Source: an optimization exercise on an open RTL-to-GDS flow (aim: small area). Production flows keep margins and buffers that such runs may drop. Only simulation tests tie the RTL to the original design; equivalence was not proved. Power is estimated from default activity; no workload was simulated.

## tcpu_core
module tcpu_core (
    input  wire        clk,
    input  wire        rst,
    output wire        mem_req,
    output wire        mem_we,
    output wire [15:0] mem_addr,
    output wire [7:0]  mem_wdata,
    input  wire        mem_gnt,
    input  wire        mem_rvalid,
    input  wire [7:0]  mem_rdata,
    input  wire        ev_post,
    input  wire [2:0]  ev_kind,
    input  wire [15:0] ev_payload,
    output wire        disk_req,
    output wire        disk_drive,
    output wire        disk_write,
    output wire [15:0] disk_maddr,
    output wire [15:0] disk_daddr,
    output wire        halted,
    output wire        waiting,
    output wire [1:0]  halt_cause,
    input  wire [3:0]  dbg_sel,
    output wire [15:0] dbg_data
);
    localparam [4:0] S_FOP  = 5'd2,   
                     S_FOB  = 5'd6,   
                     S_FLD  = 5'd14,   
                     S_FB   = 5'd4,   
                     S_DRD  = 5'd7,   
                     S_DWR  = 5'd13,   
  ...
==> flow/config.mk <==
export PLATFORM = sky130hd
export DESIGN_NAME = tcpu_core
export DESIGN_NICKNAME = tcpu_core
export VERILOG_FILES = /design/flow/design.v
export SDC_FILE = /design/flow/constraint.sdc
export NUM_CORES = 4
export LEC_CHECK = 0
export ABC_AREA = 1
export CAP_MARGIN = 20
export CORE_MARGIN = 2
export CORE_UTILIZATION = 70
export PLACE_DENSITY = 0.85
export SLEW_MARGIN = 20
export BUFFER_PORTS_ARGS = -buffer_cell sky130_fd_sc_hd__buf_1
export CTS_ARGS = -sink_clustering_enable -repair_clock_nets -dont_use_dummy_load -buf_list sky130_fd_sc_hd__clkbuf_16 -sink_clustering_size 25 -sink_clustering_max_diameter 100 -root_buf sky130_fd_sc_hd__clkbuf_4
export POST_FLOORPLAN_TCL = /design/flow/flow/downsize.tcl
==> flow/constraint.sdc <==
create_clock -name core_clock -period 10.0 [get_ports {clk}]
set_input_delay 2.0000 -clock core_clock [delete_from_list [all_inputs] [get_ports {clk}]]
set_output_delay 2.0000 -clock core_clock [all_outputs]
set_load 0.01 [all_outputs]
standard.sh (not shown) runs the stock make flow with config.mk's settings and CLKGATE_MAP_FILE= SYNTH_SCRIPT=/design/flow/synth_recipe.tcl, a recipe that flattens the netlist after the stock synthesis.
==> flow/flow/run.sh <==
#!/bin/bash
# The standard layout (standard.sh) with these changes:
#  - the smallest buffer on the ports
#  - after floorplan every combinational cell starts at its smallest size;
#    the repair steps size up what timing, slew or capacitance need
#  - a clock tree of fewer, larger leaf buffers without dummy loads
# Each tool's output goes to its own log here.
set -e
cat >> "$FLOW_CONFIG" <<EOC
export BUFFER_PORTS_ARGS = -buffer_cell sky130_fd_sc_hd__buf_1
export CTS_ARGS = -sink_clustering_enable -repair_clock_nets -dont_use_dummy_load -buf_list sky130_fd_sc_hd__clkbuf_16 -sink_clustering_size 25 -sink_clustering_max_diameter 100 -root_buf sky130_fd_sc_hd__clkbuf_4
export POST_FLOORPLAN_TCL = $PWD/flow/downsize.tcl
EOC
mkdir -p scripts_synth
cp -r "$FLOW_HOME/scripts/." scripts_synth/
cp flow/abc_area.script scripts_synth/abc_area.script
SCRIPTS_DIR=$PWD/scripts_synth bash standard.sh synth > synth.log 2>&1
bash standard.sh > standard.log 2>&1
==> flow/flow/abc_area.script <==
strash
ifraig
dc2
&get -n
&deepsyn -T 60
&put
strash
dch -f
map -a
strash
dch -f
map -a
strash
dch -f
map -a
topo
==> flow/flow/downsize.tcl <==
# Replace every combinational cell by the smallest cell of its family (same
# function and pins); the later repair steps size up what timing, slew or
# capacitance need.
set block [ord::get_db_block]
set db [ord::get_db]
set smallest [dict create]
foreach lib [$db getLibs] {
  foreach m [$lib getMasters] {
    set n [$m getName]
    if {[regexp {^(sky130_fd_sc_hd__[a-z0-9]+)_([0-9]+)$} $n -> base k]} {
      set a [expr {[$m getWidth] * [$m getHeight]}]
      if {![dict exists $smallest $base] || $a < [lindex [dict get $smallest $base] 1]} {
        dict set smallest $base [list $n $a]
      }
    }
  }
}
set count 0
foreach inst [$block getInsts] {
  set n [[$inst getMaster] getName]
  if {![regexp {^(sky130_fd_sc_hd__[a-z0-9]+)_([0-9]+)$} $n -> base k]} { continue }
  if {[regexp {__(df|edf|sdf|dl|conb|tap|fill|decap|clk|lpflow|probe|diode)} $n]} { continue }
  set new [lindex [dict get $smallest $base] 0]
  if {$new ne $n} {
    replace_cell [get_cells [$inst getName]] $new
    incr count
  }
}
puts "downsize: replaced $count cells"
The baseline finished clean.
Next try:
==> flow/flow/run.sh (replaced) <==
#!/bin/bash
# The standard layout, with three changes: the smallest buffer on the
# ports, every combinational cell started at its smallest size after
# floorplan (repair sizes them up as needed), and a clock tree of fewer,
# larger leaf buffers without dummy loads.
set -e
cat >> "$FLOW_CONFIG" <<EOC
export BUFFER_PORTS_ARGS = -buffer_cell sky130_fd_sc_hd__buf_1
export CTS_ARGS = -sink_clustering_enable -repair_clock_nets -dont_use_dummy_load -buf_list sky130_fd_sc_hd__clkbuf_16 -sink_clustering_size 25 -sink_clustering_max_diameter 100
export POST_FLOORPLAN_TCL = $PWD/flow/downsize.tcl
EOC
bash standard.sh > standard.log 2>&1
Settings changed: CORE_UTILIZATION 70 to 55, CTS_ARGS -sink_clustering_enable -repair_clock_nets -dont_use_dummy_load -buf_list sky130_fd_sc_hd__clkbuf_16 -sink_clustering_size 25 -sink_clustering_max_diameter 100 -root_buf sky130_fd_sc_hd__clkbuf_4 to -sink_clustering_enable -repair_clock_nets -dont_use_dummy_load -buf_list sky130_fd_sc_hd__clkbuf_16 -sink_clustering_size 25 -sink_clustering_max_diameter 100, PLACE_DENSITY 0.85 to 0.7.
removed: flow/flow/abc_area.script
Outcome: Via count came out higher by a few percent; combinational power came out lower by roughly a tenth; setup slack improved by 1.6 ns; area after synthesis came out higher by roughly a tenth; wire length came out higher by a few percent; utilization came out lower by 17 points.
Next try:
==> flow/flow/run.sh (replaced) <==
#!/bin/bash
# The standard layout (standard.sh) with these changes:
#  - the smallest buffer on the ports
#  - after floorplan every combinational cell starts at its smallest size;
#    the repair steps size up what timing, slew or capacitance need
#  - a clock tree of fewer, larger leaf buffers without dummy loads, and a
#    small root buffer
# Each tool's output goes to its own log here.
set -e
cat >> "$FLOW_CONFIG" <<EOC
export BUFFER_PORTS_ARGS = -buffer_cell sky130_fd_sc_hd__buf_1
export CTS_ARGS = -sink_clustering_enable -repair_clock_nets -dont_use_dummy_load -buf_list sky130_fd_sc_hd__clkbuf_16 -sink_clustering_size 25 -sink_clustering_max_diameter 100 -root_buf sky130_fd_sc_hd__clkbuf_4
export POST_FLOORPLAN_TCL = $PWD/flow/downsize.tcl
EOC
mkdir -p scripts_synth
cp -r "$FLOW_HOME/scripts/." scripts_synth/
cp flow/abc_area.script scripts_synth/abc_area.script
SCRIPTS_DIR=$PWD/scripts_synth bash standard.sh synth > synth.log 2>&1
bash standard.sh > standard.log 2>&1
==> flow/flow/abc_area.script (new file) <==
strash
ifraig
dc2
&get -n
&deepsyn -T 60
&put
strash
dch -f
map -a
strash
dch -f
map -a
strash
dch -f
map -a
strash
dch -f
amap
strash
dch -f
amap
strash
ifraig
&get -n
&deepsyn -T 60
&put
strash
dch -f
map -a
strash
dch -f
map -a
strash
dch -f
amap
strash
dch -f
amap
topo
Settings changed: CORE_UTILIZATION 55 to 70, CTS_ARGS -sink_clustering_enable -repair_clock_nets -dont_use_dummy_load -buf_list sky130_fd_sc_hd__clkbuf_16 -sink_clustering_size 25 -sink_clustering_max_diameter 100 to -sink_clustering_enable -repair_clock_nets -dont_use_dummy_load -buf_list sky130_fd_sc_hd__clkbuf_16 -sink_clustering_size 25 -sink_clustering_max_diameter 100 -root_buf sky130_fd_sc_hd__clkbuf_4, PLACE_DENSITY 0.7 to 0.85.
What happened: The changed run completed with no timing, DRC or antenna violations. Final area came out lower by 11%. Via count came out lower by 13%. Non-clock buffer count came out higher by 7. First-iteration DRC count came out higher by 60%.
Next try:
==> flow/flow/run.sh (replaced) <==
#!/bin/bash
# The standard layout (standard.sh) with these changes:
#  - the smallest buffer on the ports
#  - after floorplan every combinational cell starts at its smallest size;
#    the repair steps size up what timing, slew or capacitance need
#  - a clock tree of fewer, larger leaf buffers without dummy loads
# Each tool's output goes to its own log here.
set -e
cat >> "$FLOW_CONFIG" <<EOC
export BUFFER_PORTS_ARGS = -buffer_cell sky130_fd_sc_hd__buf_1
export CTS_ARGS = -sink_clustering_enable -repair_clock_nets -dont_use_dummy_load -buf_list sky130_fd_sc_hd__clkbuf_16 -sink_clustering_size 28 -sink_clustering_max_diameter 100 -root_buf sky130_fd_sc_hd__clkbuf_4
export POST_FLOORPLAN_TCL = $PWD/flow/downsize.tcl
EOC
mkdir -p scripts_synth
cp -r "$FLOW_HOME/scripts/." scripts_synth/
cp flow/abc_area.script scripts_synth/abc_area.script
SCRIPTS_DIR=$PWD/scripts_synth bash standard.sh synth > synth.log 2>&1
bash standard.sh > standard.log 2>&1
==> flow/flow/abc_area.script (replaced) <==
strash
ifraig
dc2
&get -n
&deepsyn -T 60
&put
strash
dch -f
map -a
strash
dch -f
map -a
strash
dch -f
map -a
strash
dch -f
amap
strash
dch -f
amap
topo
Settings changed: CTS_ARGS -sink_clustering_enable -repair_clock_nets -dont_use_dummy_load -buf_list sky130_fd_sc_hd__clkbuf_16 -sink_clustering_size 25 -sink_clustering_max_diameter 100 -root_buf sky130_fd_sc_hd__clkbuf_4 to -sink_clustering_enable -repair_clock_nets -dont_use_dummy_load -buf_list sky130_fd_sc_hd__clkbuf_16 -sink_clustering_size 28 -sink_clustering_max_diameter 100 -root_buf sky130_fd_sc_hd__clkbuf_4.
What happened: Flip-flop and latch count stays the same. Synthesized cell count rose by 2.1%. Power fell by 2.3%. Utilization fell by 1.8 points. Fmax fell by 6.3%. Clock power fell by 4.5%. Cell area rose by 0.53%. Cell count rose by 1.7%. Hold slack is about the same.
Next try:
--- a/flow/flow/run.sh
+++ b/flow/flow/run.sh
@@ -9,5 +9,5 @@
 cat >> "$FLOW_CONFIG" <<EOC
 export BUFFER_PORTS_ARGS = -buffer_cell sky130_fd_sc_hd__buf_1
-export CTS_ARGS = -sink_clustering_enable -repair_clock_nets -dont_use_dummy_load -buf_list sky130_fd_sc_hd__clkbuf_16 -sink_clustering_size 28 -sink_clustering_max_diameter 100 -root_buf sky130_fd_sc_hd__clkbuf_4
+export CTS_ARGS = -sink_clustering_enable -repair_clock_nets -dont_use_dummy_load -buf_list sky130_fd_sc_hd__clkbuf_16 -sink_clustering_size 25 -sink_clustering_max_diameter 100 -root_buf sky130_fd_sc_hd__clkbuf_4
 export POST_FLOORPLAN_TCL = $PWD/flow/downsize.tcl
 EOC
Settings changed: CORE_UTILIZATION 70 to 65, CTS_ARGS -sink_clustering_enable -repair_clock_nets -dont_use_dummy_load -buf_list sky130_fd_sc_hd__clkbuf_16 -sink_clustering_size 28 -sink_clustering_max_diameter 100 -root_buf sky130_fd_sc_hd__clkbuf_4 to -sink_clustering_enable -repair_clock_nets -dont_use_dummy_load -buf_list sky130_fd_sc_hd__clkbuf_16 -sink_clustering_size 25 -sink_clustering_max_diameter 100 -root_buf sky130_fd_sc_hd__clkbuf_4, PLACE_DENSITY 0.85 to 0.8.
The changed run finished clean; design area hardly moves; synthesized area is unchanged; routed wire length drops slightly; clock-buffer cell count climbs by 1.
Next try:
--- a/flow/flow/run.sh
+++ b/flow/flow/run.sh
@@ -9,5 +9,5 @@
 cat >> "$FLOW_CONFIG" <<EOC
 export BUFFER_PORTS_ARGS = -buffer_cell sky130_fd_sc_hd__buf_1
-export CTS_ARGS = -sink_clustering_enable -repair_clock_nets -dont_use_dummy_load -buf_list sky130_fd_sc_hd__clkbuf_16 -sink_clustering_size 25 -sink_clustering_max_diameter 100 -root_buf sky130_fd_sc_hd__clkbuf_4
+export CTS_ARGS = -sink_clustering_enable -repair_clock_nets -dont_use_dummy_load -buf_list sky130_fd_sc_hd__clkbuf_16 -sink_clustering_size 25 -sink_clustering_max_diameter 100
 export POST_FLOORPLAN_TCL = $PWD/flow/downsize.tcl
 EOC
==> flow/flow/abc_area.script (replaced) <==
strash
ifraig
dc2
&get -n
&deepsyn -T 60
&put
strash
dch -f
map -a
strash
dch -f
map -a
strash
dch -f
map -a
topo
Settings changed: CTS_ARGS -sink_clustering_enable -repair_clock_nets -dont_use_dummy_load -buf_list sky130_fd_sc_hd__clkbuf_16 -sink_clustering_size 25 -sink_clustering_max_diameter 100 -root_buf sky130_fd_sc_hd__clkbuf_4 to -sink_clustering_enable -repair_clock_nets -dont_use_dummy_load -buf_list sky130_fd_sc_hd__clkbuf_16 -sink_clustering_size 25 -sink_clustering_max_diameter 100.
Effect:
- The new run produced a clean layout
- synthesized cell count went up by 12%
- wire length rose by 6.5%
- clock power climbs by 9.1%

==> static timing again, ports no longer ideal <==
In the flow no input, the clock included, has a driving cell. The finished layouts below were timed again as built, in two steps. Step 1 sets driving cells, clkbuf_16 on the clock port and buf_2 on the other inputs (assumed; they add their load-dependent delay and slew). Step 2 adds t to the input delays and takes it off the output delays; t is the mean of the earliest and latest rising clock arrival at the registers after step 1. Input paths then give back, and output paths get back, about the clock's delay inside the block. Three values: no drivers, after step 1, after step 2; two values: the first two.
run | shift t [ns] | setup slack, ns | hold WS [ns] | clock arrival spread, ns | pins driven straight from the clock port
the first run | 0.653 | 1.590 / 1.548 / 1.587 | 0.329 / 0.329 / 0.329 | 0.021 / 0.021 | 1
the second run | 0.518 | 3.235 / 3.184 / 3.184 | 0.331 / 0.331 / 0.331 | 0.051 / 0.051 | 1
the third run | 0.653 | 2.121 / 2.082 / 2.105 | 0.305 / 0.305 / 0.305 | 0.066 / 0.066 | 1
the fourth run | 0.629 | 1.594 / 1.552 / 1.991 | 0.307 / 0.307 / 0.307 | 0.104 / 0.104 | 1
the fifth run | 0.634 | 2.129 / 2.094 / 2.459 | 0.337 / 0.337 / 0.337 | 0.066 / 0.066 | 1
the sixth run | 0.504 | 2.034 / 2.003 / 2.003 | 0.329 / 0.329 / 0.329 | 0.026 / 0.027 | 1
After both steps setup and hold are still met in every run listed. For the second run, which loses most, drivers alone change the setup slack by -0.051 ns; drivers and shift together by -0.051 ns.
